What follows belongs to an exercise in optimizing a design on an open flow for small area; a production flow would make more cautious choices.
Function was checked by simulation only, so behaviour that the tests miss may differ from the original.
No activity file was given, so power comes from the tool's default toggle rates.

### flow/run.sh
#!/bin/bash
# synth_recipe.tcl (not shown) runs the flow's synth.tcl, then flattens the netlist and writes it again
# the make line also repeats each setting of config.mk as NAME=value (left out here)
make -C /OpenROAD-flow-scripts/flow DESIGN_CONFIG=/design/flow/config.mk WORK_HOME=/design/flow/orfs CLKGATE_MAP_FILE= SYNTH_SCRIPT=/design/flow/synth_recipe.tcl finish
### flow/config.mk
export PLATFORM = sky130hd
export DESIGN_NAME = ws_core
export DESIGN_NICKNAME = ws_core
export VERILOG_FILES = /design/flow/design.v
export SDC_FILE = /design/flow/constraint.sdc
export NUM_CORES = 4
export LEC_CHECK = 0
export CAP_MARGIN = 20
export CORE_MARGIN = 2
export CORE_UTILIZATION = 40
export SLEW_MARGIN = 20
### flow/constraint.sdc
create_clock -name core_clock -period 10.0 [get_ports {clk}]
set_input_delay 2.0000 -clock core_clock [delete_from_list [all_inputs] [get_ports {clk}]]
set_output_delay 2.0000 -clock core_clock [all_outputs]
set_load 0.01 [all_outputs]
### flow/design.v
module ws_core #(
    parameter [6:0] I2C_ADDR          = 7'h50,
    parameter [7:0] CMD_RESET_STATE   = 8'h01,
    parameter [7:0] CMD_READ_SENSORS  = 8'h02,
    parameter [7:0] CMD_GET_DATA      = 8'h03,
    parameter [7:0] CMD_DATA_READY    = 8'h04,
    parameter [7:0] CMD_RESET_RAIN    = 8'h05,
    parameter integer WINDOW          = 10000    
) (
    input  wire       clk,
    input  wire       rst,           
    input  wire [2:0] pins,
    input  wire       adc_eoc,       
    input  wire [7:0] adc_drl,       
    input  wire [7:0] adc_drh,       
    output reg        adc_ch,        
    output reg        adc_en,
    output wire       adc_start,
    input  wire       bus_valid,
    input  wire [2:0] bus_op,
    input  wire [7:0] bus_data,      
    output reg  [7:0] bus_rdata,
    output reg        bus_rvalid,
    output wire       host_ready
);
    localparam TW = $clog2(WINDOW);
    localparam [2:0] OP_START = 3'd0;
    localparam [2:0] OP_WRITE = 3'd1;
    localparam [2:0] OP_READ  = 3'd2;
    localparam [2:0] OP_NACK  = 3'd3;
    localparam [2:0] OP_STOP  = 3'd4;
    localparam [2:0] OP_BERR  = 3'd5;
    localparam [1:0] PH_IDLE  = 2'd0;
    localparam [1:0] PH_SRX   = 2'd1;
    localparam [1:0] PH_STX   = 2'd2;
    localparam [1:0] PH_NACKD = 2'd3;
    localparam [1:0] ADC_IDLE = 2'd0;
    localparam [1:0] ADC_UV   = 2'd1;
    localparam [1:0] ADC_DIR  = 2'd2;
    localparam RX_CAP = 2;
    reg  [2:0]    sync1, sync2;      
    reg  [2:0]    port;              
    reg  [2:0]    snap;              
    reg           port_pending;
    reg           data_ready;
    reg           host_ready_q;
    reg           timer_running;
    reg  [TW-1:0] timer;
    reg  [1:0]    adc_state;
    reg  [1:0]    start_seq;         
    reg  [15:0]   rain_count;
    reg  [15:0]   wind_count;
    reg  [15:0]   uv_raw;
    reg  [15:0]   dir_raw;
    reg  [7:0]    reset_code;
    reg  [7:0]    rx [0:RX_CAP-1];
    reg  [1:0]    rx_cursor;
    reg  [7:0]    tx [0:7];
    reg  [3:0]    tx_cursor;
    reg  [3:0]    amount;
    reg           tx_eot;
    reg           cmd_pending;
    reg  [1:0]    bus_phase;
    reg  [2:0]    n_snap;
    reg           n_port_pending;
    reg           n_data_ready;
    reg           n_host_ready;
    reg           n_timer_running;
    reg  [TW-1:0] n_timer;
    reg  [1:0]    n_adc_state;
    reg  [1:0]    n_start_seq;
    reg           n_adc_ch;
    reg           n_adc_en;
    reg  [15:0]   n_rain_count;
    reg  [15:0]   n_wind_count;
    reg  [15:0]   n_uv_raw;
    reg  [15:0]   n_dir_raw;
    reg  [7:0]    n_reset_code;
    reg  [7:0]    n_rx [0:RX_CAP-1];
    reg  [1:0]    n_rx_cursor;
    reg  [7:0]    n_tx [0:7];
    reg  [3:0]    n_tx_cursor;
    reg  [3:0]    n_amount;
    reg           n_tx_eot;
    reg           n_cmd_pending;
    reg  [1:0]    n_bus_phase;
    reg  [7:0]    n_bus_rdata;
    reg           n_bus_rvalid;
    reg  [2:0]    changed;
    reg           expire_due;
    reg           reloaded;
    reg  [9:0]    adc_value;
    integer       i;
    always @* begin
        n_snap          = snap;
        n_port_pending  = port_pending;
        n_data_ready    = data_ready;
        n_host_ready    = host_ready_q;
        n_timer_running = timer_running;
        n_adc_state     = adc_state;
        n_start_seq     = (start_seq != 2'd0) ? start_seq - 2'd1 : 2'd0;
        n_adc_ch        = adc_ch;
        n_adc_en        = adc_en;
        n_rain_count    = rain_count;
        n_wind_count    = wind_count;
        n_uv_raw        = uv_raw;
        n_dir_raw       = dir_raw;
        n_reset_code    = reset_code;
        for (i = 0; i < RX_CAP; i = i + 1)
            n_rx[i] = rx[i];
        n_rx_cursor     = rx_cursor;
        for (i = 0; i < 8; i = i + 1)
            n_tx[i] = tx[i];
        n_tx_cursor     = tx_cursor;
        n_amount        = amount;
        n_tx_eot        = tx_eot;
        n_cmd_pending   = cmd_pending;
        n_bus_phase     = bus_phase;
        n_bus_rdata     = bus_rdata;
        n_bus_rvalid    = 1'b0;
        changed         = 3'b000;
        reloaded        = 1'b0;
        adc_value       = {adc_drh[1:0], adc_drl};
        expire_due = timer_running && (timer == {TW{1'b0}});
        if (timer_running && !expire_due)
            n_timer = timer - 1'b1;
        else
            n_timer = timer;
        if (cmd_pending) begin
            if (rx[0] == CMD_RESET_STATE) begin
                n_tx[0]      = n_reset_code;
                n_reset_code = 8'h00;
                n_amount     = 4'd1;
            end else if (rx[0] == CMD_READ_SENSORS) begin
                n_adc_state     = ADC_UV;
                n_adc_ch        = 1'b0;
                n_adc_en        = 1'b1;
                n_start_seq     = 2'd3;
                n_wind_count    = 16'd0;
                n_data_ready    = 1'b0;
                n_timer         = WINDOW - 1;
                n_timer_running = 1'b1;
                reloaded        = 1'b1;
                n_host_ready    = 1'b0;
                n_amount        = 4'd0;
            end else if (rx[0] == CMD_GET_DATA) begin
                if (n_data_ready) begin
                    n_tx[0] = n_rain_count[15:8];
                    n_tx[1] = n_rain_count[7:0];
                    n_tx[2] = n_wind_count[15:8];
                    n_tx[3] = n_wind_count[7:0];
                    n_tx[4] = n_dir_raw[15:8];
                    n_tx[5] = n_dir_raw[7:0];
                    n_tx[6] = n_uv_raw[15:8];
                    n_tx[7] = n_uv_raw[7:0];
                end else begin
                    for (i = 0; i < 8; i = i + 1)
                        n_tx[i] = 8'hAA;
                end
                n_amount = 4'd8;
            end else if (rx[0] == CMD_DATA_READY) begin
                n_tx[0]  = {7'd0, n_data_ready};
                n_amount = 4'd1;
            end else if (rx[0] == CMD_RESET_RAIN) begin
                n_rain_count = 16'd0;
                n_amount     = 4'd0;
            end else begin
                n_amount = 4'd0;
            end
            n_tx_cursor   = 4'd0;
            n_cmd_pending = 1'b0;
        end
        if (port_pending) begin
            n_port_pending = 1'b0;
            changed = port ^ n_snap;
            if (changed[0] && !port[0]) begin
                n_adc_state     = ADC_UV;
                n_adc_ch        = 1'b0;
                n_adc_en        = 1'b1;
                n_start_seq     = 2'd3;
                n_wind_count    = 16'd0;
                n_data_ready    = 1'b0;
                n_timer         = WINDOW - 1;
                n_timer_running = 1'b1;
                reloaded        = 1'b1;
                n_host_ready    = 1'b0;
            end
            if (changed[1] && port[1])
                n_rain_count = n_rain_count + 16'd1;
            if (changed[2] && port[2] && n_timer_running)
                n_wind_count = n_wind_count + 16'd1;
            n_snap = port;
        end
        if (adc_eoc && n_adc_state != ADC_IDLE) begin
            n_adc_en = 1'b0;
            if (n_adc_state == ADC_UV) begin
                n_uv_raw    = {6'd0, adc_value};
                n_adc_state = ADC_DIR;
                n_adc_ch    = 1'b1;
                n_adc_en    = 1'b1;
                n_start_seq = 2'd3;
            end else begin
                n_dir_raw   = {6'd0, adc_value};
                n_adc_state = ADC_IDLE;
            end
        end
        if (expire_due && !reloaded) begin
            n_data_ready    = 1'b1;
            n_host_ready    = 1'b1;
            n_timer_running = 1'b0;
        end
        if (bus_valid) begin
            case (bus_op)
                OP_START: begin
                    if (bus_data[7:1] == I2C_ADDR) begin
                        n_bus_phase   = bus_data[0] ? PH_STX : PH_SRX;
                        n_rx_cursor   = 2'd0;
                        n_tx_cursor   = 4'd0;
                        n_cmd_pending = 1'b0;
                    end else begin
                        n_bus_phase = PH_IDLE;
                    end
                end
                OP_WRITE: begin
                    if (n_bus_phase == PH_SRX) begin
                        if (n_rx_cursor < RX_CAP) begin
                            n_rx[n_rx_cursor] = bus_data;
                            n_rx_cursor       = n_rx_cursor + 2'd1;
                        end
                    end
                end
                OP_READ: begin
                    if (n_bus_phase == PH_STX) begin
                        n_bus_rvalid = 1'b1;
                        if (n_tx_cursor < n_amount) begin
                            n_bus_rdata = n_tx[n_tx_cursor[2:0]];
                            n_tx_cursor = n_tx_cursor + 4'd1;
                        end else begin
                            n_bus_rdata = 8'hFF;
                            n_tx_eot    = 1'b1;
                        end
                    end
                end
                OP_NACK: begin
                    if (n_bus_phase == PH_STX) begin
                        n_bus_phase = PH_NACKD;
                        n_tx_eot    = 1'b0;
                        n_tx_cursor = 4'd0;
                    end
                end
                OP_STOP: begin
                    if (n_bus_phase == PH_SRX) begin
                        n_cmd_pending = 1'b1;
                        n_rx_cursor   = 2'd0;
                    end
                    n_bus_phase = PH_IDLE;
                end
                OP_BERR: begin
                    n_bus_phase = PH_IDLE;
                end
                default: ;
            endcase
        end
        if (sync2 != port)
            n_port_pending = 1'b1;
    end
    always @(posedge clk) begin
        sync1 <= pins;
        sync2 <= sync1;
        port  <= sync2;
    end
    always @(posedge clk) begin
        if (rst) begin
            snap          <= sync2;
            port_pending  <= 1'b0;
            data_ready    <= 1'b0;
            host_ready_q  <= 1'b0;
            timer_running <= 1'b0;
            timer         <= {TW{1'b0}};
            adc_state     <= ADC_IDLE;
            start_seq     <= 2'd0;
            adc_ch        <= 1'b0;
            adc_en        <= 1'b0;
            rain_count    <= 16'd0;
            wind_count    <= 16'd0;
            uv_raw        <= 16'd0;
            dir_raw       <= 16'd0;
            reset_code    <= 8'h01;
            for (i = 0; i < RX_CAP; i = i + 1)
                rx[i] <= 8'h00;
            rx_cursor     <= 2'd0;
            for (i = 0; i < 8; i = i + 1)
                tx[i] <= 8'h00;
            tx_cursor     <= 4'd0;
            amount        <= 4'd0;
            tx_eot        <= 1'b0;
            cmd_pending   <= 1'b0;
            bus_phase     <= PH_IDLE;
            bus_rdata     <= 8'h00;
            bus_rvalid    <= 1'b0;
        end else begin
            snap          <= n_snap;
            port_pending  <= n_port_pending;
            data_ready    <= n_data_ready;
            host_ready_q  <= n_host_ready;
            timer_running <= n_timer_running;
            timer         <= n_timer;
            adc_state     <= n_adc_state;
            start_seq     <= n_start_seq;
            adc_ch        <= n_adc_ch;
            adc_en        <= n_adc_en;
            rain_count    <= n_rain_count;
            wind_count    <= n_wind_count;
            uv_raw        <= n_uv_raw;
            dir_raw       <= n_dir_raw;
            reset_code    <= n_reset_code;
            for (i = 0; i < RX_CAP; i = i + 1)
                rx[i] <= n_rx[i];
            rx_cursor     <= n_rx_cursor;
            for (i = 0; i < 8; i = i + 1)
                tx[i] <= n_tx[i];
            tx_cursor     <= n_tx_cursor;
            amount        <= n_amount;
            tx_eot        <= n_tx_eot;
            cmd_pending   <= n_cmd_pending;
            bus_phase     <= n_bus_phase;
            bus_rdata     <= n_bus_rdata;
            bus_rvalid    <= n_bus_rvalid;
        end
    end
    assign adc_start  = (start_seq == 2'd3) || (start_seq == 2'd1);
    assign host_ready = host_ready_q;
endmodule
==> results.cfg <==
[die]
coreArea_um2 = 20200
io_pins = 47
std_cell_rows = 52
start_util = 0.406
die_x_um = 147
dieArea_um2 = 21600
die_y_um = 147

[logic_synthesis]
synth_top_family_by_area = simple AND/OR/NAND/NOR gates
synth_ff_type = dfxtp_1
synthArstFlopShare = 0
yosysWarnings = 5
synth_cells = 947
synth_cell_types = 70
synth_enable_flop_cells = 3
synth_mux_area_frac = 0.0362
synthAdderAreaFrac = 0.0199
synth-seq-area-share = 0.451
yosys.area_share.simple = 0.244
synth_seq_cells = 183
synth_compound_area_frac = 0.167
synthXorXnorAreaFrac = 0.0406
synth_area_per_cell_um2 = 8.65
synth_nets = 994
netlist_area_um2 = 8190

[clocking]
ctsRootBufferMaster = clkbuf_16
clkLatencyLatePin_ps = 430
cts_tree = built
cts.clk_slew.worst_paths_ps = 70
h-tree-depth = 4
ctsResizeCount = 0
cts_setup_buffers = 0
ctsHoldBuffers = 0
clkSinkCount = 183
clockBufferDepth = 2
cts_made_buffers = 17

[timing]
slew_headroom = 0.329
hold_violations = 0
fin_skew_ps = 7.31
finalCritPeriodShare = 0.430
grt_setup_unrepaired = no
fmax_mhz = 233
tightest_slew_ps = 1010
layout_min_cycle_time_ps = 4300
setup-tns-final_ps = 0
setup_viol = 0
timing.final.ws_setup_ps = 5700
finalMaxSlewViolations = 0

[placed_design]
gp_congestion = 0.800
hpwlAfterDp_mm = 13.6
portBuffers = 40
pre_cts_ws_ps = 5260
place_inst = 1205
place_area_um2 = 8730

[global_routing]
grt_util_all_layers = 0.189
grt_first_pass_wirelength_mm = 32.7
grt_max_degree = 92
overflow = 0
grt_pass1_vias = 6223
antenna_found_initial = 0

[job]
maxCapViolations = 0

[setup_path]
timing.critical_path.slowest_stage_cell = nor3_1
end_kind = register
critPathMaxStageDelay_ps = 760
crit_chain = clkdlybuf4s50_1, and4bb_2, and2_1, nand3_1, nor3_1, a22o_1, nor3_2
criticalPathCategory = in2reg
critPathLaunchType = primary input
crit_path_max_fanout = 10
cp.required_ps = 10300
cp_data_arrival_time_ps = 4590

[route]
drcViolationCount = 0
drt_wl_total_mm = 20.0
num_vias = 6673
wire_per_inst_um = 16.2
ant_nets = 0
dr.pass1.iters = 5
drtIter0Drc = 586
via_per_inst = 5.39

[layout]
postLayoutCellArea_um2 = 9310
final_cells = 1237
layout_common_cells = dfxtp_1, nor2_1, nand2_1
drive_above_1_share = 0.0683
area_growth_pct = 13.6
antenna_cells = 0
layout_commonest_cell = dfxtp_1
fin_nets = 1001

[status]
status = complete, no violations

[pwr]
p_leak_nw = 3.20
power_density_nw_per_um2 = 161
ir_worst_vdd_v = 0.000120

[hold_path]
worst_hold_path_type = reg2reg
cell families (layout without fill, tap and decap cells):
family                   Yosys count  after routing
buffers and inverters             84            104
XOR/XNOR                          38             38
AO/OA/AOI/OAI                    203            203
flip-flops                       183            183
AND/OR/NAND/NOR                  397            397
adder cells (fa/ha/maj)           13             13
multiplexers                      29             29
flip-flops by register name, indices dropped and copies added, names as in the netlist, 4 cells and up:
signal	flops
amount	4
rain_count	16
wind_count	16
rx	8
dir_raw	10
bus_rdata	8
tx	64
tx_cursor	4
uv_raw	10
timer	14
synthesized netlist by cell type (17+ instances only):
cell,instances,area share
nor2b_1,17,0.013
nor3_1,25,0.015
clkbuf_1,38,0.017
nand2_1,75,0.034
o21ai_0,24,0.015
nor2_1,148,0.068
xnor2_1,25,0.027
dfxtp_1,180,0.44
a22oi_1,28,0.026
nand3_1,22,0.013
mux2i_1,24,0.029
a21oi_1,59,0.036
inv_1,26,0.012
nand2b_1,19,0.015
path summary, 6_finish.rpt:
| check | startpoint | end | slack, ps | cells past startpoint |
|---|---|---|---|---|
| hold reg to reg | sync1[0] | sync2[0] | 330 | 0 |
| hold / removal | sync1[0] | sync2[0] | 330 | 0 |
| setup reg to reg | rx[0][1] | bus_rdata[2] | 6260 | 10 |
| setup / recovery | bus_op[1] | bus_rdata[2] | 5700 | 7 |
area by class of cell:
cell class,count,area [um^2]
flip-flops and latches,183,3690
repair buffers,46,443
multi-input cells,680,4160
clock inverters,14,149
inverters,26,97.6
well taps,270,338
clock buffers,18,429
fillers,2001,10900
metal layers:
layer | global-route usage | wire length, um | up-vias
met5 | 0 | 0 | -
met4 | 0.0519 | 183 | 0
met3 | 0.0419 | 900 | 15
met2 | 0.305 | 9380 | 123
met1 | 0.255 | 9570 | 3164
li1 | - | - | 3371
worst max-delay path: cells and delay by family:
kind                   cells  cell delay, ps
and+or+nand+nor            5            1730
buffers and inverters      1             600
AOI/OAI and AO/OA          1             260
through the flow:
step / power [mW] / utilization / hold slack, ps
2_1_floorplan: 0.825 / - / 310
3_3_place_gp: 0.854 / 0.433 / 313
3_5_place_dp: 0.854 / 0.433 / 312
4_1_cts: 1.52 / 0.462 / 330
5_1_grt: 1.56 / 0.462 / 349
6_report: 1.50 / 0.462 / 329
power breakdown:
part	switching, mW	leakage, nW	internal (mW)
clock	0.294	0.282	0.371
combinational	0.0459	1.43	0.0351
sequential	0.0122	1.49	0.744
total	0.352	3.20	1.15

==> re-timing with driven ports <==
The results above use ideal ports. As a check the final layout listed here was re-extracted and re-timed, cells and wires unchanged. Step 1: set_driving_cell puts a clkbuf_16 on clk and a buf_2 on each other input, an assumption about the parent block. Step 2 also shifts input and output timing later by t, the mid clock arrival at the registers, as if the neighbouring blocks saw the same clock. Three values: ideal, step 1, step 2; two values: the first two.
t (ns): 0.476
slack for setup (ns): 5.705 / 5.730 / 5.254
latest minus earliest clock arrival (ns): 0.008 / 0.007
worst slew at a driven data input, ns: 0.05
pins driven straight from the clock port: 1
After both steps setup and hold are still met in this run. For this run, drivers alone change the setup slack by +0.025 ns; drivers and shift together by -0.451 ns.
